What follows belongs to an exercise in optimizing a design on an open flow for small area, a short achievable clock period and few clock cycles per item; a production flow would make more cautious choices.
In this exercise RTL edits were held to simulation tests only and were not proved equivalent to the original.
No activity file was given, so power comes from the tool's default toggle rates.

<file path="flow/config.mk">
export PLATFORM = sky130hd
export DESIGN_NAME = alu_adder
export DESIGN_NICKNAME = alu_adder
export VERILOG_FILES = /design/flow/design.v
export SDC_FILE = /design/flow/constraint.sdc
export NUM_CORES = 4
export LEC_CHECK = 0
export ABC_AREA = 1
export CAP_MARGIN = 50
export CORE_MARGIN = 2
export CORE_UTILIZATION = 60
export SLEW_MARGIN = 50
</file>
<file path="flow/constraint.sdc">
create_clock -name core_clock -period 13.0 [get_ports {clk}]
set_input_delay 2.6000 -clock core_clock [delete_from_list [all_inputs] [get_ports {clk}]]
set_output_delay 2.6000 -clock core_clock [all_outputs]
set_load 0.01 [all_outputs]
</file>
<file path="flow/design.v">
module alu_adder (
    input             clk,
    input             rst,
    input             req_valid,
    output            req_ready,
    input      [7:0]  ctrl,
    input      [31:0] src,
    input      [31:0] dest,
    input             flag_we,
    input      [5:0]  flag_wdata,
    output reg        resp_valid,
    output     [31:0] result,
    output     [5:0]  flags,
    output reg        faulted,
    output reg [2:0]  fault_cause
);
    localparam OP_ADD = 5'd0,  OP_ADC = 5'd1,  OP_SUB = 5'd2,  OP_SBB = 5'd3;
    localparam OP_MUL = 5'd4,  OP_IMUL = 5'd5, OP_DIV = 5'd6,  OP_IDIV = 5'd7;
    localparam OP_MOD = 5'd8,  OP_IMOD = 5'd9, OP_AND = 5'd10, OP_OR = 5'd11;
    localparam OP_XOR = 5'd12, OP_SHL = 5'd13, OP_SHR = 5'd14, OP_SAR = 5'd15;
    localparam OP_SAL = 5'd16;
    localparam CAUSE_DIV_ZERO = 3'd2, CAUSE_DIV_OVF = 3'd3;
    localparam CAUSE_ILL_OP = 3'd4, CAUSE_ILL_W = 3'd5;
    localparam I_IDLE = 0;    
    localparam I_MUL  = 1;    
    localparam I_MFIN = 2;    
    localparam I_DNEG = 3;    
    localparam I_DNS  = 8;    
    localparam I_DMFIN = 9;   
    localparam I_DCLZ = 4;    
    localparam I_DALN = 5;    
    localparam I_DIT  = 6;    
    localparam I_DFIN = 7;    
    localparam [9:0] S_IDLE = 8'd1 << I_IDLE, S_MUL = 8'd1 << I_MUL, S_MFIN = 8'd1 << I_MFIN,
                     S_DNEG = 8'd1 << I_DNEG, S_DCLZ = 8'd1 << I_DCLZ, S_DALN = 8'd1 << I_DALN,
                     S_DIT = 8'd1 << I_DIT, S_DFIN = 8'd1 << I_DFIN, S_DNS = 10'd1 << I_DNS,
                     S_DMFIN = 10'd1 << I_DMFIN;
    function [31:0] rev32(input [31:0] x);
        integer k;
        for (k = 0; k < 32; k = k + 1) rev32[k] = x[31 - k];
    endfunction
    function [5:0] clz32(input [31:0] x);
        reg [15:0] z1; reg [15:0] c1;        
        reg [7:0]  z2; reg [15:0] c2;        
        reg [3:0]  z3; reg [11:0] c3;        
        reg [1:0]  z4; reg [7:0]  c4;        
        integer k;
        begin
            for (k = 0; k < 16; k = k + 1) begin
                z1[k] = !x[2*k+1] && !x[2*k];
                c1[k] = !x[2*k+1];
            end
            for (k = 0; k < 8; k = k + 1) begin
                z2[k] = z1[2*k+1] && z1[2*k];
                c2[2*k +: 2] = z1[2*k+1] ? {1'b1, c1[2*k]} : {1'b0, c1[2*k+1]};
            end
            for (k = 0; k < 4; k = k + 1) begin
                z3[k] = z2[2*k+1] && z2[2*k];
                c3[3*k +: 3] = z2[2*k+1] ? {1'b1, c2[2*(2*k) +: 2]} : {1'b0, c2[2*(2*k+1) +: 2]};
            end
            for (k = 0; k < 2; k = k + 1) begin
                z4[k] = z3[2*k+1] && z3[2*k];
                c4[4*k +: 4] = z3[2*k+1] ? {1'b1, c3[3*(2*k) +: 3]} : {1'b0, c3[3*(2*k+1) +: 3]};
            end
            clz32 = (z4[1] && z4[0]) ? 6'd32 : z4[1] ? {2'b01, c4[3:0]} : {2'b00, c4[7:4]};
        end
    endfunction
    function msb_w(input [31:0] x, input is8, input is16);
        msb_w = is8 ? x[7] : is16 ? x[15] : x[31];
    endfunction
    reg cf, pf, af, zf, sf, of;
    assign flags = {of, sf, zf, af, pf, cf};
    reg        ready_r;
    reg        v;
    reg [31:0] sr, dr;
    reg [31:0] acc;        
    reg [35:0] mh;         
    reg [9:0]  st;
    reg [4:0]  cnt;
    reg        b_p1_0, b_n1_0, b_p2_0, b_n2_0, b_p1_1, b_n1_1, b_p2_1, b_n2_1;
    reg        neg_sel;       
    reg        aln_lt;        
    reg        rneg;          
    reg        w8, w16;
    reg        m_mid, m_hi;    
    reg        x_mid, x_hi;    
    reg        c_ill_op, c_ill_w;
    reg        c_add, c_sub, c_cin;    
    reg        c_and, c_or, c_xor;
    reg        c_shl, c_shr, c_sar;
    reg        c_mul, c_imul, c_div, c_sdiv, c_rem;
    reg        s_neg, d_neg;   
    reg        k_xdr, k_xinv, k_ysr, k_yinv, k_c1, k_calu, k_xtop;
    assign req_ready = ready_r;
    assign result = acc;
    wire s_idle = st[I_IDLE], s_mul = st[I_MUL], s_mfin = st[I_MFIN], s_dneg = st[I_DNEG];
    wire s_dclz = st[I_DCLZ], s_daln = st[I_DALN], s_dit = st[I_DIT], s_dfin = st[I_DFIN];
    wire s_dns = st[I_DNS], s_dmfin = st[I_DMFIN];
    wire [4:0] in_op = ctrl[4:0];
    wire [1:0] in_wc = ctrl[6:5];
    wire in_w8  = (in_wc == 2'b00);
    wire in_w16 = (in_wc == 2'b01);
    wire in_ill_op = ctrl[7] || (in_op > OP_SAL);
    wire in_ill_w  = (in_wc == 2'b11);
    wire in_add  = (in_op == OP_ADD) || (in_op == OP_ADC);
    wire in_sub  = (in_op == OP_SUB) || (in_op == OP_SBB);
    wire in_sdiv = (in_op == OP_IDIV) || (in_op == OP_IMOD);
    wire in_dsx  = (in_op == OP_IMUL) || in_sdiv || (in_op == OP_SAR);
    wire in_muldiv = (in_op >= OP_MUL) && (in_op <= OP_IMOD);
    wire [31:0] in_mask = {{16{!in_w8 && !in_w16}}, {8{!in_w8}}, 8'hFF};
    wire [31:0] mask = {{16{m_hi}}, {8{m_mid}}, 8'hFF};
    wire d_msb = msb_w(dr, w8, w16);
    wire [31:0] d_sx = dr | {{16{x_hi}}, {8{x_mid}}, 8'h00};
    wire c_shift = c_shl | c_shr | c_sar;
    wire c_arith = c_add | c_sub;
    wire        a_cin = k_c1 | (k_calu & (c_sub ^ (c_cin & cf)));
    wire [31:0] ax = (dr & {32{k_xdr}}) ^ {32{k_xinv}};    
    wire [31:0] ay = (sr & {32{k_ysr}}) ^ {32{k_yinv}};
    wire [33:0] asum_x = {k_xtop & rneg, ax, a_cin} + {k_yinv, ay, 1'b1};
    wire [32:0] asum = asum_x[33:1];
    wire [31:0] r_add = asum[31:0] & mask;
    wire        a_cf = w8 ? asum[8] : w16 ? asum[16] : asum[32];
    wire        a_of = (msb_w(ay, w8, w16) == d_msb) && (msb_w(asum[31:0], w8, w16) != d_msb);
    wire [31:0] az_p = ax ^ ay;
    wire [31:0] az_k = {ax[30:0] | ay[30:0], a_cin};
    wire        a_zf = &((~(az_p ^ az_k)) | ~mask);
    wire        sh_aln = s_daln;
    wire [31:0] shx = (c_shl | sh_aln) ? rev32(sh_aln ? sr : dr) : d_sx;
    wire [4:0]  shc = sh_aln ? cnt : sr[4:0];
    wire        shfill = c_sar & d_neg & !sh_aln;
    wire [33:0] shw = $signed({shfill, shx, 1'b0}) >>> shc;
    wire [32:0] shz = shw[32:0];
    wire [31:0] sh_lv = rev32(shz[32:1]);
    wire [31:0] r_sh = (c_shl ? sh_lv : shz[32:1]) & mask;
    wire        sh_cf = c_shl ? (w8 ? shz[24] : w16 ? shz[16] : shz[0]) : shz[0];
    wire        sh_of = c_shl ? (msb_w(r_sh, w8, w16) ^ sh_cf) : c_sar ? 1'b0 : d_msb;
    wire [31:0] r_log = ({32{c_and}} & (sr & dr)) | ({32{c_or}} & (sr | dr)) | ({32{c_xor}} & (sr ^ dr));
    wire [31:0] r_nonarith = c_shift ? r_sh : r_log;
    wire [31:0] r_alu = c_arith ? r_add : r_nonarith;
    wire        r_cf = c_arith ? a_cf : c_shift ? sh_cf : 1'b0;
    wire        r_of = c_arith ? a_of : c_shift ? sh_of : 1'b0;
    wire alu_wflags = !(c_shift && sr[4:0] == 5'd0);
    wire r_zf = c_arith ? a_zf : (r_nonarith == 32'd0);
    wire r_sf = msb_w(r_alu, w8, w16);
    wire r_pf = ~^r_alu[7:0];
    wire [35:0] mD = {{4{d_neg}}, d_sx};
    function [3:0] booth_enc(input [2:0] y);    
        reg one, two;
        begin
            one = y[1] ^ y[0];
            two = (y[2] & ~y[1] & ~y[0]) | (~y[2] & y[1] & y[0]);
            booth_enc = {two & y[2], two & ~y[2], one & y[2], one & ~y[2]};
        end
    endfunction
    wire [36:0] mD1 = {mD[35], mD};
    wire [36:0] mD2 = {mD, 1'b0};
    wire [36:0] pp0 = ({37{b_p1_0}} & mD1) | ({37{b_n1_0}} & ~mD1) | ({37{b_p2_0}} & mD2) | ({37{b_n2_0}} & ~mD2);
    wire [36:0] pp1 = ({37{b_p1_1}} & mD1) | ({37{b_n1_1}} & ~mD1) | ({37{b_p2_1}} & mD2) | ({37{b_n2_1}} & ~mD2);
    wire [2:0]  bd0 = {b_n1_0 | b_n2_0, 2'b00};
    wire [2:0]  bd1 = {b_n1_1 | b_n2_1, 2'b00};
    wire [35:0] macc_in = mh & {36{!s_idle}};
    wire [39:0] m_a = {{4{macc_in[35]}}, macc_in};
    wire [39:0] m_b = {{3{pp0[36]}}, pp0};
    wire [39:0] m_c = {pp1[36], pp1, bd1[2], bd1[2]};
    wire [39:0] m_s1 = m_a ^ m_b ^ m_c;
    wire [39:0] m_c1 = {(m_a[38:0] & m_b[38:0]) | (m_a[38:0] & m_c[38:0]) | (m_b[38:0] & m_c[38:0]), bd1[2]};
    wire [40:0] msum_x = {m_s1, bd0[2]} + {m_c1, 1'b1};
    wire [39:0] msum = msum_x[40:1];
    wire [31:0] mul_lo = w8 ? {24'd0, sr[31:24]} : w16 ? {16'd0, sr[31:16]} : sr;
    wire [35:0] mz_y = yprev ? mD : 36'd0;    
    wire [35:0] mz_p = mh ^ mz_y;
    wire [35:0] mz_k = mh | mz_y;
    wire        mz_zero = (mz_p == {mz_k[34:0], 1'b0});
    wire        mul_ovf = c_imul ? (mh != {36{sr[31]}}) : !mz_zero;
    reg         yprev;
    wire div_sa = c_sdiv && d_neg;
    wire div_sb = c_sdiv && s_neg;
    wire div_by_zero = (sr == 32'd0);
    wire div_overflow = c_sdiv && (sr == mask) && (dr == (mask ^ (mask >> 1)));
    wire [5:0] clz_s = clz32(sr);
    wire [5:0] clz_d = clz32(dr);
    wire [6:0] aln_n = {1'b0, clz_s} - {1'b0, clz_d};
    wire [31:0] q_next = {acc[30:0], !asum[32]};
    wire act = v && !faulted;
    wire idle_fault = act && s_idle && (c_ill_op || c_ill_w || (c_div && (div_by_zero || div_overflow)));
    wire [2:0] idle_cause = c_ill_op ? CAUSE_ILL_OP : c_ill_w ? CAUSE_ILL_W :
                            div_by_zero ? CAUSE_DIV_ZERO : CAUSE_DIV_OVF;
    wire idle_alu = act && s_idle && !c_ill_op && !c_ill_w && !c_mul && !c_div;
    wire dit_last = s_dit && (cnt == 5'd0);
    wire n_resp = idle_alu || (act && (s_mfin || s_dfin || ((dit_last && !c_rem || s_dmfin) && !neg_sel)));
    wire done_now = n_resp || idle_fault;
    reg [9:0] n_st;
    always @(*) begin
        n_st = st;
        if (!act) n_st = S_IDLE;
        else if (s_idle) begin
            if (idle_fault || idle_alu) n_st = S_IDLE;
            else if (c_mul) n_st = S_MUL;
            else if (div_sb) n_st = S_DNS;
            else if (div_sa) n_st = S_DNEG;
            else n_st = S_DALN;
        end
        else if (s_mul) n_st = (cnt == 5'd0) ? S_MFIN : S_MUL;
        else if (s_mfin || s_dfin) n_st = S_IDLE;
        else if (s_dns) n_st = div_sa ? S_DNEG : S_DCLZ;
        else if (s_dneg) n_st = S_DCLZ;
        else if (s_dclz) n_st = S_DALN;
        else if (s_daln) n_st = aln_lt ? S_DFIN : S_DIT;
        else if (s_dit) n_st = (cnt != 5'd0) ? S_DIT : c_rem ? S_DMFIN : neg_sel ? S_DFIN : S_IDLE;
        else if (s_dmfin) n_st = neg_sel ? S_DFIN : S_IDLE;
    end
    reg [4:0] n_cnt;
    always @(*) begin
        if (s_idle) begin
            n_cnt = c_div ? aln_n[4:0] : w8 ? 5'd0 : w16 ? 5'd2 : 5'd6;
        end else if (s_dclz) begin
            n_cnt = aln_n[4:0];
        end else if (s_daln || s_dns || s_dneg) begin
            n_cnt = cnt;
        end else begin
            n_cnt = cnt - 5'd1;
        end
    end
    wire n_negsel = s_idle ? (c_rem ? div_sa : (div_sa ^ div_sb)) : neg_sel;
    wire cap = ready_r;
    wire cap_v = cap && req_valid;
    wire nv = cap ? req_valid : (v && !done_now);
    wire next_last = (s_mul && cnt == 5'd0) || (s_daln && aln_lt) ||
                     (s_dit && ((cnt == 5'd0) ? (c_rem ? !neg_sel : neg_sel)
                                             : (cnt == 5'd1 && !neg_sel && !c_rem))) ||
                     (s_daln && !aln_lt && cnt == 5'd0 && !neg_sel && !c_rem) ||
                     (s_dmfin && neg_sel);
    wire n_rneg = s_dit & asum[32];
    wire n_rdy = cap ? (!req_valid || !in_muldiv) : (!v || done_now || next_last);
    reg nk_xdr, nk_xinv, nk_ysr, nk_yinv, nk_c1, nk_calu, nk_xtop;
    always @(*) begin
        nk_xdr = 1'b1; nk_xinv = 1'b0; nk_ysr = 1'b1; nk_yinv = in_sub; nk_c1 = 1'b0; nk_calu = 1'b1;
        nk_xtop = 1'b0;
        if (cap_v) begin
        end else if (n_st[I_DNS]) begin
            nk_xdr = 1'b0; nk_yinv = 1'b1; nk_c1 = 1'b1; nk_calu = 1'b0;
        end else if (n_st[I_DNEG]) begin
            nk_xinv = 1'b1; nk_ysr = 1'b0; nk_yinv = 1'b0; nk_c1 = 1'b1; nk_calu = 1'b0;
        end else if (n_st[I_DFIN]) begin
            nk_xinv = n_negsel; nk_ysr = 1'b0; nk_yinv = 1'b0; nk_c1 = n_negsel; nk_calu = 1'b0;
        end else if (n_st[I_DMFIN]) begin
            nk_ysr = n_rneg; nk_yinv = 1'b0; nk_c1 = 1'b0; nk_calu = 1'b0; nk_xtop = 1'b1;
        end else begin
            nk_yinv = !n_rneg; nk_c1 = !n_rneg; nk_calu = 1'b0; nk_xtop = 1'b1;
        end
    end
    always @(posedge clk) begin
        if (rst) begin
            ready_r     <= 1'b1;
            v           <= 1'b0;
            st          <= S_IDLE;
            resp_valid  <= 1'b0;
            faulted     <= 1'b0;
            fault_cause <= 3'd0;
            {of, sf, zf, af, pf, cf} <= 6'd0;
        end else begin
            resp_valid <= n_resp;
            if (idle_fault) begin
                faulted <= 1'b1;
                fault_cause <= idle_cause;
            end
            ready_r <= n_rdy && !idle_fault && !faulted;
            v  <= nv;
            st <= n_st;
            if (flag_we) begin
                {of, sf, zf, af, pf, cf} <= flag_wdata;
            end else if (idle_alu && alu_wflags) begin
                cf <= r_cf; of <= r_of; zf <= r_zf; sf <= r_sf; pf <= r_pf;
            end else if (act && s_mfin) begin
                cf <= mul_ovf; of <= mul_ovf;
            end
        end
        cnt <= n_cnt;
        neg_sel <= n_negsel;
        aln_lt <= aln_n[6];
        {k_xdr, k_xinv, k_ysr, k_yinv, k_c1, k_calu, k_xtop} <= {nk_xdr, nk_xinv, nk_ysr, nk_yinv, nk_c1, nk_calu, nk_xtop};
        rneg <= n_rneg;
        mh <= msum[39:4];
        if (s_idle) begin
            if (c_div) acc <= 32'd0;
            else acc <= r_alu;
        end else if (s_mfin) begin
            acc <= mul_lo;
        end else if (s_dit) begin
            acc <= q_next;
        end else if (s_dmfin || s_dfin) begin
            acc <= r_add;
        end
        yprev <= sr[3];
        if (cap) {b_n2_0, b_p2_0, b_n1_0, b_p1_0, b_n2_1, b_p2_1, b_n1_1, b_p1_1} <=
                     {booth_enc({src[1:0], 1'b0}), booth_enc(src[3:1])};
        else {b_n2_0, b_p2_0, b_n1_0, b_p1_0, b_n2_1, b_p2_1, b_n1_1, b_p1_1} <=
                     {booth_enc(sr[5:3]), booth_enc(sr[7:5])};
        if (cap) begin
            w8 <= in_w8; w16 <= in_w16;
            m_mid <= !in_w8; m_hi <= !in_w8 && !in_w16;
            x_mid <= in_dsx && in_w8 && dest[7];
            x_hi <= in_dsx && (in_w8 ? dest[7] : in_w16 && dest[15]);
            c_ill_op <= in_ill_op;
            c_ill_w  <= in_ill_w;
            c_add <= in_add;
            c_sub <= in_sub;
            c_cin <= (in_op == OP_ADC) || (in_op == OP_SBB);
            c_and <= (in_op == OP_AND);
            c_or  <= (in_op == OP_OR);
            c_xor <= (in_op == OP_XOR);
            c_shl <= (in_op == OP_SHL) || (in_op == OP_SAL);
            c_shr <= (in_op == OP_SHR);
            c_sar <= (in_op == OP_SAR);
            c_mul <= (in_op == OP_MUL) || (in_op == OP_IMUL);
            c_imul <= (in_op == OP_IMUL);
            c_div <= (in_op >= OP_DIV) && (in_op <= OP_IMOD);
            c_sdiv <= in_sdiv;
            c_rem <= (in_op == OP_MOD) || (in_op == OP_IMOD);
            s_neg <= in_sdiv && msb_w(src, in_w8, in_w16);
            d_neg <= in_dsx && msb_w(dest, in_w8, in_w16);
            sr <= src & in_mask;
            dr <= dest & in_mask;
        end else begin
            if (s_idle && c_mul) sr <= {msum[3:0], sr[31:4]};
            if (s_dns) sr <= r_add;
            if (s_mul) sr <= {msum[3:0], sr[31:4]};
            if (s_dneg) dr <= r_add;
            if (s_daln) begin
                if (aln_lt) dr <= c_rem ? dr : 32'd0;
                else sr <= sh_lv;
            end
            if (s_dit) begin
                if (cnt != 5'd0) sr <= {1'b0, sr[31:1]};
                dr <= (cnt == 5'd0 && !c_rem) ? q_next : asum[31:0];
            end
            if (s_dmfin) dr <= asum[31:0];
        end
    end
endmodule
</file>
<file path="flow/run.sh">
#!/bin/bash
# synth_recipe.tcl (not shown) runs the flow's synth.tcl, then flattens the netlist and writes it again
# the make line also repeats each setting of config.mk as NAME=value (left out here)
make -C /OpenROAD-flow-scripts/flow DESIGN_CONFIG=/design/flow/config.mk WORK_HOME=/design/flow/orfs CLKGATE_MAP_FILE= SYNTH_SCRIPT=/design/flow/synth_recipe.tcl finish
</file>
==> results of run 1 <==
-- kinds of logic (layout without fill, tap and decap cells) --
group	count (synthesis)	count (layout)	share of synthesized area [%]
compound gates	1021	1021	21.85
simple gates	2090	2090	32.06
other cells	0	3	0
buf+inv	736	712	10.64
flops	203	203	17.97
fa+ha+maj	250	250	12.28
xor+xnor	165	165	5.199
-- through the flow --
| stage | total power, µW | instance area (µm²) | std cells | util [%] |
|---|---|---|---|---|
| 6_report | 5957 | 30130 | 5044 | 66.11 |
| 5_1_grt | 6179 | 30130 | 5042 | 66.10 |
| 4_1_cts | 5655 | 30070 | 5040 | 65.98 |
| 3_5_place_dp | 4827 | 29140 | 4992 | 63.94 |
| 3_3_place_gp | 4776 | 29120 | 4992 | 63.88 |
| 2_1_floorplan | 3546 | 27800 | 4465 | - |
-- cell usage after synthesis, types with 15 or more instances --
library cell | number | share of area (%)
buf_2 | 39 | 0.70
a22o_1 | 26 | 0.82
xor2_1 | 101 | 3.2
buf_1 | 27 | 0.36
buf_4 | 16 | 0.43
fa_1 | 38 | 2.7
clkbuf_1 | 166 | 2.2
xnor2_1 | 64 | 2.0
a21oi_1 | 258 | 4.6
nand2_1 | 1111 | 15
o221ai_1 | 43 | 1.4
inv_2 | 22 | 0.30
nand4_1 | 39 | 0.88
nor2_1 | 342 | 4.6
nand3_1 | 479 | 8.6
nor3_1 | 40 | 0.72
o22ai_1 | 24 | 0.54
a31oi_1 | 25 | 0.56
dfxtp_1 | 110 | 7.9
or2_2 | 15 | 0.34
inv_1 | 436 | 5.9
clkinv_1 | 18 | 0.24
edfxtp_1 | 93 | 10
o21ai_1 | 23 | 0.41
o211ai_1 | 111 | 3.0
ha_1 | 212 | 9.5
nor4_1 | 25 | 0.56
o21ai_0 | 402 | 7.2
-- layout make-up --
class	count	area [µm²]	area share (%)
tap	600	750.7	2.492
clock buffer	33	738.2	2.450
clock inverter	15	195.2	0.6478
antenna	3	7.507	0.02492
sequential	203	5010	16.63
timing repair buffer	188	1728	5.735
multi-input combinational	3526	19910	66.07
inverter	476	1793	5.951
-- state kept, by name, summed over array words and instances, names as in the netlist, 3 cells and up --
signal / flops
dr: 32
fault_cause: 3
sr: 32
cnt: 5
st: 10
mh: 36
acc: 32
-- worst min-delay path: stages (launching register included) --
cell and delay (ns):
dfxtp_1 0.32, nand2_1 0.07, a21oi_1 0.06
-- final timing paths --
| path | cells past startpoint | slack [ns] | endpoint |
|---|---|---|---|
| hold reg to reg | 2 | 0.50 | zf$_SDFFE_PP0P_ |
| setup reg to reg | 20 | 8.17 | sr[18]$_DFF_P_ |
| hold / removal | 2 | 0.50 | zf$_SDFFE_PP0P_ |
| setup / recovery | 20 | 8.17 | sr[18]$_DFF_P_ |
-- where the power goes --
group / leakage [µW] / internal, µW / switching [µW] / total [µW]
registers: 0.00197 / 861 / 250 / 1110
logic: 0.0119 / 1270 / 2760 / 4020
clock network: 0.000445 / 466 / 355 / 821
-- metal layers --
metal,global-route usage [%],up-vias
met5,0,-
met4,34.46,8
met3,26.83,940
met2,75.60,3448
met1,70.26,15830
li1,-,15010
==> impl_metrics.yaml, run 1 <==
yosys:
  ys.warnings.count: 1
  synth_seq_area_share_pct: 17.97
  synth_edf_count: 93
  netlist_area_um2: 27800
  syn-instance-count: 4465
  ys_types: 71
  syn-num-nets: 4797
  synth-seq-cells: 203
  syn_area_per_cell_um2: 6.225
  synthFlopType: "dfxtp_1"
  ys_async_sr_fraction_pct: 0
route:
  drc: 0
  viasPerCell: 6.984
  vias: 35230
  met1Wirelength_um: 48250
  dr_wl_met2_um: 51500
  avgRoutedWirePerCell_um: 27.37
  routed_wl_um: 138100
  drt_iter0_drc: 7341
  met3_length_um: 26240
  ant_nets: 0
  highest_layer: "met5"
  drt_pre_antenna_iters: 13
die:
  start_util_pct: 60.99
  core_um2: 45580
  die_h_um: 219.2
  die_area_um2: 48070
  placementRows: 78
  die_w_um: 219.2
  ios: 126
final_layout:
  area_delta_synth_final_pct: 8.395
  layout_common_cells: "nand2_1, nand3_1, inv_1"
  fill_cells: 4153
  drive_gt1_share_pct: 5.066
  final_common_cell: "nand2_1"
  num-nets-final: 4753
setup_path:
  path_max_fanout: 14
  r2r_start: "dr[0]$_DFFE_PP_"
  critPathLaunch: "dr[0]$_DFFE_PP_"
  cp_slowest_cell: "edfxtp_1"
  cp_top_family: "simple AND/OR/NAND/NOR gates"
  cp.arrival_ns: 5.33
  cp.required_ns: 13.49
  worstSetupEndpointType: "flop"
  cpMostUsedCell: "nand2_1"
  cp_slowest_stage_delay_ns: 0.80
  critPathKind: "flop to flop"
  cp_cell_sequence: "nand2_1 -> xor2_1 -> inv_1 -> ha_1 -> nand3_1 -> nand2_1 -> a21boi_0 -> o21ai_0 -> nand2_1 -> nand2_1 -> nand2_1 -> nand2_1 -> xnor2_1 -> nor2_1 -> inv_1 -> a21oi_1 -> o21ai_0 -> nand2_1 -> nand2_1 -> nand2_1"
  cp-start-kind: "flop"
  crit_buf_inv: 2
grt:
  grt_first_pass_wirelength_um: 200500
  gr-total-overflow: 0
  grt_usage_pct: 55.74
  grt_max_degree: 57
  grt_pass1_vias: 32040
  grt_antenna_before_repair: 7
sta:
  finalHoldViolations: 0
  setup_viol: 0
  whs_ns: 0.4955
  report.final.slew_viol_count: 0
  rsz0062_at_grt: "no"
  fin_crit_sh_pct: 37.19
  setup-tns-final_ns: 0
  max_clock_freq_mhz: 206.9
  timing.final.ws_setup_ns: 8.166
  worst_clock_skew_ns: 0.02838
  period_needed_ns: 4.834
  slew-limit-headroom_pct: 41.64
  worstMarginPinSlew_ns: 0.8662
clock_network:
  cts_buffers: 26
  postCtsHoldBufs: 0
  cts.sinks: 203
  h-tree-depth: 1
  clockBufferDepth: 3
  cts_tree: "done"
  clk_latency_ns: 0.62
  clkSlewWorstSetupHoldPaths_ns: 0.07
  post_cts_buffers: 0
  cts-resized-gates: 0
  cts_root_buffer: "clkbuf_16"
run_status:
  status: "complete, no violations"
pwr:
  powerDensity_nw_per_um2: 197.7
  leakagePower_uw: 0.01436
  vdd_ir_drop_max_mv: 0.1907
hold_path:
  hp-class: "flop to flop"
  min_from: "zf$_SDFFE_PP0P_"
flow_run:
  maxCapViolCount: 0
place:
  dp_hpwl_um: 104600
  port_buffers: 125
  place_ws_ns: 8.321
  finalWeightedCongestion: 1.106
Testbench counts, summed over its fixed seeds: cycles 55,703, items 24,000.
==> inputs of run 2 (changes only) <==
--- a/flow/design.v
+++ b/flow/design.v
@@ -75,5 +75,5 @@
     reg [31:0] sr, dr;
     reg [31:0] acc;        
-    reg [35:0] mh;         
+    reg [33:0] mh;         
     reg [9:0]  st;
     reg [4:0]  cnt;
@@ -144,5 +144,5 @@
     wire r_sf = msb_w(r_alu, w8, w16);
     wire r_pf = ~^r_alu[7:0];
-    wire [35:0] mD = {{4{d_neg}}, d_sx};
+    wire [33:0] mD = {{2{d_neg}}, d_sx};
     function [3:0] booth_enc(input [2:0] y);    
         reg one, two;
@@ -153,24 +153,24 @@
         end
     endfunction
-    wire [36:0] mD1 = {mD[35], mD};
-    wire [36:0] mD2 = {mD, 1'b0};
-    wire [36:0] pp0 = ({37{b_p1_0}} & mD1) | ({37{b_n1_0}} & ~mD1) | ({37{b_p2_0}} & mD2) | ({37{b_n2_0}} & ~mD2);
-    wire [36:0] pp1 = ({37{b_p1_1}} & mD1) | ({37{b_n1_1}} & ~mD1) | ({37{b_p2_1}} & mD2) | ({37{b_n2_1}} & ~mD2);
+    wire [34:0] mD1 = {mD[33], mD};
+    wire [34:0] mD2 = {mD, 1'b0};
+    wire [34:0] pp0 = ({35{b_p1_0}} & mD1) | ({35{b_n1_0}} & ~mD1) | ({35{b_p2_0}} & mD2) | ({35{b_n2_0}} & ~mD2);
+    wire [34:0] pp1 = ({35{b_p1_1}} & mD1) | ({35{b_n1_1}} & ~mD1) | ({35{b_p2_1}} & mD2) | ({35{b_n2_1}} & ~mD2);
     wire [2:0]  bd0 = {b_n1_0 | b_n2_0, 2'b00};
     wire [2:0]  bd1 = {b_n1_1 | b_n2_1, 2'b00};
-    wire [35:0] macc_in = mh & {36{!s_idle}};
-    wire [39:0] m_a = {{4{macc_in[35]}}, macc_in};
-    wire [39:0] m_b = {{3{pp0[36]}}, pp0};
-    wire [39:0] m_c = {pp1[36], pp1, bd1[2], bd1[2]};
-    wire [39:0] m_s1 = m_a ^ m_b ^ m_c;
-    wire [39:0] m_c1 = {(m_a[38:0] & m_b[38:0]) | (m_a[38:0] & m_c[38:0]) | (m_b[38:0] & m_c[38:0]), bd1[2]};
-    wire [40:0] msum_x = {m_s1, bd0[2]} + {m_c1, 1'b1};
-    wire [39:0] msum = msum_x[40:1];
+    wire [33:0] macc_in = mh & {34{!s_idle}};
+    wire [37:0] m_a = {{4{macc_in[33]}}, macc_in};
+    wire [37:0] m_b = {{3{pp0[34]}}, pp0};
+    wire [37:0] m_c = {pp1[34], pp1, bd1[2], bd1[2]};
+    wire [37:0] m_s1 = m_a ^ m_b ^ m_c;
+    wire [37:0] m_c1 = {(m_a[36:0] & m_b[36:0]) | (m_a[36:0] & m_c[36:0]) | (m_b[36:0] & m_c[36:0]), bd1[2]};
+    wire [38:0] msum_x = {m_s1, bd0[2]} + {m_c1, 1'b1};
+    wire [37:0] msum = msum_x[38:1];
     wire [31:0] mul_lo = w8 ? {24'd0, sr[31:24]} : w16 ? {16'd0, sr[31:16]} : sr;
-    wire [35:0] mz_y = yprev ? mD : 36'd0;    
-    wire [35:0] mz_p = mh ^ mz_y;
-    wire [35:0] mz_k = mh | mz_y;
-    wire        mz_zero = (mz_p == {mz_k[34:0], 1'b0});
-    wire        mul_ovf = c_imul ? (mh != {36{sr[31]}}) : !mz_zero;
+    wire [33:0] mz_y = yprev ? mD : 34'd0;    
+    wire [33:0] mz_p = mh ^ mz_y;
+    wire [33:0] mz_k = mh | mz_y;
+    wire        mz_zero = (mz_p == {mz_k[32:0], 1'b0});
+    wire        mul_ovf = c_imul ? (mh != {34{sr[31]}}) : !mz_zero;
     reg         yprev;
     wire div_sa = c_sdiv && d_neg;
@@ -281,5 +281,5 @@
         {k_xdr, k_xinv, k_ysr, k_yinv, k_c1, k_calu, k_xtop} <= {nk_xdr, nk_xinv, nk_ysr, nk_yinv, nk_c1, nk_calu, nk_xtop};
         rneg <= n_rneg;
-        mh <= msum[39:4];
+        mh <= msum[37:4];
         if (s_idle) begin
             if (c_div) acc <= 32'd0;
--- a/flow/config.mk
+++ b/flow/config.mk
@@ -7,6 +7,6 @@
 export LEC_CHECK = 0
 export ABC_AREA = 1
-export CAP_MARGIN = 50
+export CAP_MARGIN = 65
 export CORE_MARGIN = 2
 export CORE_UTILIZATION = 60
-export SLEW_MARGIN = 50
+export SLEW_MARGIN = 65
==> run 2 against run 1 <==
Clock skew is 0.0022 ns lower. Die area is 2.0% lower. Critical endpoint is now dr[31]$_DFFE_PP_. Still clean on timing, DRC and antenna. Worst setup slack worse by 0.092 ns. Highest routed layer unchanged.
==> impl_metrics.yaml, run 2 <==
yosys:
  synth_edf_count: 93
  ys_top_cells_by_area: "nand2_1, edfxtp_1, ha_1"
  synth.largest_area_cell: "nand2_1"
  synth_top_area_share_pct: 15.34
  synth_most_common_cell: "nand2_1"
  ys.warnings.count: 1
  synthTopCellsByCount: "nand2_1, o21ai_0, nand3_1, inv_1, nor2_1"
  netlist_area_um2: 27240
  ys_types: 66
  syn_area_per_cell_um2: 6.249
  synth-seq-cells: 201
  syn-instance-count: 4359
  ys_async_sr_fraction_pct: 0
  synth_seq_area_share_pct: 18.19
  syn-num-nets: 4689
  synthFlopType: "dfxtp_1"
sta:
  fin_crit_sh_pct: 37.89
  finalHoldViolations: 0
  rsz0062_at_grt: "no"
  period_needed_ns: 4.926
  slew-limit-headroom_pct: 59.46
  worstMarginPinSlew_ns: 0.6072
  setup_viol: 0
  setup-tns-final_ns: 0
  worst_clock_skew_ns: 0.02621
  report.final.slew_viol_count: 0
  max_clock_freq_mhz: 203.0
  whs_ns: 0.4774
die:
  placementRows: 78
  ios: 126
  die_area_um2: 47120
  die_w_um: 217.1
  die_h_um: 217.1
  core_um2: 45090
  start_util_pct: 60.41
route:
  dr_wl_met2_um: 49310
  vias: 33680
  ant_nets: 0
  routed_wl_um: 129700
  drt_iter0_drc: 6559
  highest_layer: "met5"
  met1Wirelength_um: 47350
  avgRoutedWirePerCell_um: 26.16
  met3_length_um: 22230
  drc: 0
  drt_pre_antenna_iters: 12
  viasPerCell: 6.792
run_status:
  status: "complete, no violations"
clock_network:
  clk_latency_ns: 0.61
  post_cts_buffers: 0
  cts.sinks: 201
  clockBufferDepth: 3
  postCtsHoldBufs: 0
  h-tree-depth: 1
  cts_tree: "done"
  cts_buffers: 25
  clkSlewWorstSetupHoldPaths_ns: 0.06
  cts_root_buffer: "clkbuf_16"
  cts-resized-gates: 0
pwr:
  vdd_ir_drop_max_mv: 0.1715
  leakagePower_uw: 0.01426
  totalPowerFinal_uw: 5576
  powerDensity_nw_per_um2: 185.6
setup_path:
  cp_cell_sequence: "nand2_1 -> xor2_1 -> inv_1 -> ha_1 -> a21oi_1 -> nand2_1 -> a21oi_1 -> o21bai_1 -> a21oi_1 -> o21ai_1 -> a21oi_1 -> inv_1 -> nand2_1 -> nand2_1 -> nand2_1 -> nand2_1 -> nand2_1 -> inv_1 -> o21ai_0 -> nand2_1 -> o211ai_1 -> o21ai_0"
  cp-start-kind: "flop"
  critPathKind: "flop to flop"
  cp_top_family: "compound AO/OA/AOI/OAI gates"
  cp.required_ns: 13.33
  worstSetupEndpointType: "flop"
  path_max_fanout: 32
  crit_buf_inv: 3
  cp_slowest_cell: "dfxtp_4"
  cpMostUsedCell: "nand2_1"
  cp.arrival_ns: 5.26
  cp_slowest_stage_delay_ns: 0.63
final_layout:
  area_delta_synth_final_pct: 10.32
  largest-register: "mh"
  layout_common_cells: "nand2_1, nand3_1, o21ai_0"
  fill_cells: 4160
  final_common_cell: "nand2_1"
  finalCoreUtilization_pct: 66.64
  drive_gt1_share_pct: 6.109
  largest_register_ffs: 34
  num-nets-final: 4665
grt:
  gr-total-overflow: 0
  grt_first_pass_wirelength_um: 188700
  grt_usage_pct: 53.16
  grt_pass1_vias: 30220
  grt_antenna_before_repair: 5
  grt_max_degree: 61
flow_run:
  maxCapViolCount: 0
place:
  port_buffers: 125
  finalWeightedCongestion: 1.076
  dp_hpwl_um: 99160
hold_path:
  hp-class: "flop to flop"
## run 2: cell types whose count changed after synthesis, moves of 10 or more
| cell | change |
|---|---|
| nand3_1 | -61 |
| a21oi_1 | +33 |
| o21ai_0 | +25 |
| nand3_2 | +24 |
| inv_1 | -20 |
| xor2_1 | +15 |
| a31oi_1 | -14 |
| xnor2_1 | -14 |
| o21ai_1 | -13 |
| inv_2 | -12 |
| nor2_1 | -12 |
| buf_2 | -10 |
## run 2: report_power, final
part | switching (µW) | internal [µW] | leakage (µW)
clock network | 328 | 454 | 0.000422
logic | 2520 | 1200 | 0.0119
registers | 233 | 847 | 0.00195
total | 3080 | 2500 | 0.0143
## run 2: cells by family (layout without fill, tap and decap cells)
family / count (synthesis) / count (layout) / share of synthesized area (%)
AOI/OAI and AO/OA: 1026 / 1026 / 22.07
xor gates and xnor gates: 166 / 166 / 5.338
adders and majority gates: 248 / 248 / 12.44
buffers and inverters: 685 / 680 / 10.10
DFF: 201 / 201 / 18.19
other: 0 / 5 / 0
and+or+nand+nor: 2033 / 2033 / 31.86
## run 2: layout make-up
cell class                      instances  area [µm²]  share of cell area [%]
Tap cell                              600       750.7                   2.498
Sequential cell                       201        4996                   16.63
Antenna cell                            5       12.51                 0.04164
Clock inverter                         12       187.7                  0.6246
Multi-Input combinational cell       3473       19820                   65.97
Timing Repair Buffer                  197        1922                   6.396
Inverter                              437        1667                   5.546
Clock buffer                           34       689.4                   2.294
## run 2: final timing paths
path | startpoint | endpoint | slack, ns | depth (start not counted)
setup / recovery | k_xdr$_SDFF_PP1_ | dr[31]$_DFFE_PP_ | 8.07 | 22
hold / removal | sf$_SDFFE_PP0P_ | sf$_SDFFE_PP0P_ | 0.48 | 2
setup reg to reg | k_xdr$_SDFF_PP1_ | dr[31]$_DFFE_PP_ | 8.07 | 22
hold reg to reg | sf$_SDFFE_PP0P_ | sf$_SDFFE_PP0P_ | 0.48 | 2
## run 2: metal layers
layer | track usage [%] | vias to the layer above
li1 | - | 14720
met1 | 69.82 | 15140
met4 | 31.35 | 4
met2 | 73.49 | 3069
met3 | 20.35 | 754
met5 | 0 | -
## run 2: metrics by stage
step	std cells	instance area [µm²]	setup slack, ns
after floorplan	4359	27240	8.961
after global routing	4954	30040	7.871
after global placement	4886	28530	7.767
final	4959	30050	8.074
after CTS	4947	29830	8.467
after detailed placement	4901	28960	8.506
## run 2: worst min-delay path: cells and delay by family, from the launching register on
family / cells / cell delay, ns
flops: 1 / 0.32
compound gates: 1 / 0.05
simple gates: 1 / 0.06
Testbench counts of run 2, summed over its fixed seeds: cycles 55,703, items 24,000.
==> inputs of run 3 (changes only) <==
--- a/flow/design.v
+++ b/flow/design.v
@@ -75,5 +75,6 @@
     reg [31:0] sr, dr;
     reg [31:0] acc;        
-    reg [33:0] mh;         
+    reg [33:0] mh;
+    reg [31:0] md;         
     reg [9:0]  st;
     reg [4:0]  cnt;
@@ -144,5 +145,5 @@
     wire r_sf = msb_w(r_alu, w8, w16);
     wire r_pf = ~^r_alu[7:0];
-    wire [33:0] mD = {{2{d_neg}}, d_sx};
+    wire [33:0] mD = {{2{d_neg}}, md | {{16{x_hi}}, {8{x_mid}}, 8'h00}};
     function [3:0] booth_enc(input [2:0] y);    
         reg one, two;
@@ -322,4 +323,5 @@
             sr <= src & in_mask;
             dr <= dest & in_mask;
+            md <= dest & in_mask;
         end else begin
             if (s_idle && c_mul) sr <= {msum[3:0], sr[31:4]};
==> run 3 against run 2 <==
Still clean on timing, DRC and antenna. Flip-flop and latch count grew 32. Global-route usage up 5.3 points. Via count grew 6.3%. Worst setup slack better by 0.20 ns. Count of clock-buffer cells in the layout increased by 3. Non-clock buffer count increased by 37. Critical path type unchanged. Highest routed layer unchanged.
==> impl_metrics.yaml, run 3 <==
clock_network:
  cts_tree: "done"
  h-tree-depth: 1
  cts_root_buffer: "clkbuf_16"
  clkSlewWorstSetupHoldPaths_ns: 0.07
  post_cts_buffers: 0
  cts-resized-gates: 0
  postCtsHoldBufs: 0
  cts.sinks: 233
  cts_buffers: 29
  clockBufferDepth: 3
  clk_latency_ns: 0.62
setup_path:
  cp_cell_sequence: "buf_4 -> nand2_1 -> xor2_1 -> inv_1 -> ha_1 -> a21oi_1 -> nand2_1 -> a21oi_1 -> o21ai_1 -> a21oi_2 -> o21ai_2 -> a21oi_1 -> o21bai_1 -> xor2_2 -> nand2_1 -> inv_1 -> o21ai_0 -> o21ai_0 -> nand2_1 -> nand2_1"
  critPathLaunch: "dr[2]$_DFFE_PP_"
  crit_buf_inv: 3
  rr_worst_depth: 20
  worstSetupEndpointType: "flop"
  path_max_fanout: 6
  cp.arrival_ns: 5.09
  cp_slowest_cell: "edfxtp_1"
  cp_num_cells: 20
  r2r_setup_slack_ns: 8.27
  cp_top_family: "compound AO/OA/AOI/OAI gates"
  cp.required_ns: 13.37
  cpMostUsedCell: "nand2_1"
  cp-start-kind: "flop"
  critPathKind: "flop to flop"
  r2r_end: "acc[21]$_DFFE_PP_"
  r2r_start: "dr[2]$_DFFE_PP_"
  cp_slowest_stage_delay_ns: 0.62
sta:
  slew-limit-headroom_pct: 57.54
  setup_viol: 0
  period_needed_ns: 4.728
  rsz0062_at_grt: "no"
  max_clock_freq_mhz: 211.5
  finalHoldViolations: 0
  worst_clock_skew_ns: 0.02651
  report.final.slew_viol_count: 0
  setup-tns-final_ns: 0
  fin_crit_sh_pct: 36.37
  worstMarginPinSlew_ns: 0.6326
yosys:
  syn_area_per_cell_um2: 6.389
  syn-num-nets: 4767
  syn-instance-count: 4437
  synth_most_common_cell: "nand2_1"
  netlist_area_um2: 28350
  synthFlopType: "edfxtp_1"
  synth-seq-cells: 233
  ys_async_sr_fraction_pct: 0
  synth_seq_area_share_pct: 20.87
  ys.warnings.count: 1
  ys_top_cells_by_area: "nand2_1, edfxtp_1, ha_1"
  ys_types: 70
  synthTopCellsByCount: "nand2_1, nand3_1, inv_1, o21ai_0, nor2_1"
  synth.largest_area_cell: "nand2_1"
  synth_top_area_share_pct: 14.13
  synth_edf_count: 125
flow_run:
  maxCapViolCount: 0
hold_path:
  holdPathStages: 2
  worstHoldEndpoint: "sf$_SDFFE_PP0P_"
  hp-class: "flop to flop"
  min_from: "sf$_SDFFE_PP0P_"
pwr:
  cellInternalPower_uw: 2704
  combPwrFrac_pct: 65.0
  p_sw_uw: 3336
  powerDensity_nw_per_um2: 191.2
  swShare_pct: 55.24
  vdd_ir_drop_max_mv: 0.2007
  seq_power_share_pct: 20.0
  leakagePower_uw: 0.01487
  p_clk_share_pct: 15.0
grt:
  gr-total-overflow: 0
  grt_first_pass_wirelength_um: 211900
  grt_usage_pct: 58.44
  grt_pass1_vias: 31390
  grt_max_degree: 67
  grt_antenna_before_repair: 20
final_layout:
  final_common_cell: "nand2_1"
  finalCoreUtilization_pct: 67.84
  fill_cells: 4127
  area_delta_synth_final_pct: 11.40
  regArea_um2: 5964
  drive_gt1_share_pct: 7.012
  multiInputGateArea_um2: 19810
  layout_common_cells: "nand2_1, nand3_1, inv_1"
  largest_register_ffs: 34
  num-nets-final: 4772
  largest-register: "mh"
route:
  vias: 35800
  met1Wirelength_um: 49020
  ant_nets: 0
  avgRoutedWirePerCell_um: 29.34
  highest_layer: "met5"
  viasPerCell: 7.032
  drc: 0
  routed_wl_um: 149400
  dr_wl_met2_um: 55350
  met3_length_um: 28580
  drt_pre_antenna_iters: 9
  drt_iter0_drc: 6911
die:
  ios: 126
  placementRows: 79
  die_h_um: 221.4
  die_area_um2: 49000
  core_um2: 46560
  start_util_pct: 60.89
  die_w_um: 221.4
place:
  finalWeightedCongestion: 1.184
  dp_hpwl_um: 109100
  port_buffers: 125
run_status:
  status: "complete, no violations"
run 3: cell count changes in the layout (fill, tap and decap cells not counted), sizes merged, moves of 14 or more:
cell,delta
nand2,-51
diode,+14
a21oi,-37
nor2,+14
nand3,+17
inv,+33
o21ai,+31
edfxtp,+32
buf,+37
run 3: power by group through the flow:
stage | registers [µW] | clock network [µW] | logic [µW]
6_report | 1210 | 904 | 3930
5_1_grt | 1200 | 911 | 4120
4_1_cts | 1180 | 883 | 3610
3_5_place_dp | 1190 | 0 | 3570
3_3_place_gp | 1230 | 0 | 3430
2_1_floorplan | 1110 | 0 | 2370
run 3: worst max-delay path by stage:
stage / to
6_report: acc[21]$_DFFE_PP_
5_1_grt: acc[21]$_DFFE_PP_
4_1_cts: dr[19]$_DFFE_PP_
3_5_place_dp: d_neg$_DFFE_PP_
3_3_place_gp: dr[8]$_DFFE_PP_
2_1_floorplan: req_ready
run 3: layout make-up:
cell class	count	area share, %
well taps	607	2.405
clock buffers	37	2.757
repair buffers	234	6.877
multi-input cells	3469	62.71
inverters	475	5.740
flip-flops and latches	233	18.89
diodes	19	0.1505
clock inverters	16	0.4754
run 3: logic make-up after synthesis:
logic type | count (synthesis) | share of synthesized area [%]
flip-flops | 233 | 20.87
buffers and inverters | 735 | 10.20
AND/OR/NAND/NOR | 2005 | 29.94
adder cells (fa/ha/maj) | 248 | 11.95
XOR/XNOR | 161 | 5.000
AO/OA/AOI/OAI | 1055 | 22.05
run 3: per-layer routing:
| metal | vias up | global-route usage [%] |
|---|---|---|
| met5 | - | 2.639 |
| met4 | 18 | 44.23 |
| met3 | 1113 | 34.68 |
| met2 | 3635 | 77.85 |
| met1 | 15960 | 67.55 |
| li1 | 15070 | - |
run 3: per-stage QoR:
| step | power [µW] | instances | hold slack (ns) | setup WS (ns) | cell area (µm²) |
|---|---|---|---|---|---|
| after floorplan | 3480 | 4437 | 0.3519 | 8.827 | 28350 |
| after global placement | 4658 | 4977 | 0.4636 | 7.591 | 29780 |
| after detailed placement | 4763 | 5010 | 0.4682 | 8.560 | 30250 |
| after CTS | 5669 | 5063 | 0.4792 | 8.539 | 31280 |
| after global routing | 6234 | 5073 | 0.5050 | 8.176 | 31540 |
| final | 6040 | 5090 | 0.4795 | 8.272 | 31580 |
run 3: worst reg2reg max path, delay by kind of cell (launching register included):
family / cells / cell delay, ns
AO/OA/AOI/OAI: 9 / 1.87
AND/OR/NAND/NOR: 5 / 0.69
flip-flops: 1 / 0.62
XOR/XNOR: 2 / 0.47
buffers and inverters: 3 / 0.46
adder cells (fa/ha/maj): 1 / 0.38
Testbench counts of run 3, summed over its fixed seeds: cycles 55,703, items 24,000.

## afterwards: timing with drivers on the ports
The results above use ideal ports. As a check the final layouts listed here were re-extracted and re-timed, cells and wires unchanged.
Step 1, drivers: a clkbuf_16 drives clk and a buf_2 each remaining input, both assumed.
Step 2 also shifts input and output timing later by t, the mid clock arrival at the registers, as if the neighbouring blocks saw the same clock.
Slacks: ideal / step 1 / step 2; pairs: ideal / step 1.
run	shift t [ns]	setup WS [ns]	hold slack, ns	latest minus earliest clock arrival (ns)	cell pins on the clock port's net
run 1	0.667	8.166 / 8.166 / 8.166	0.496 / 0.496 / 0.496	0.028 / 0.028	1
run 2	0.662	8.074 / 8.074 / 8.074	0.477 / 0.477 / 0.477	0.026 / 0.026	1
run 3	0.672	8.272 / 8.272 / 8.272	0.480 / 0.480 / 0.480	0.026 / 0.026	1
After both steps setup and hold are still met in every run listed.
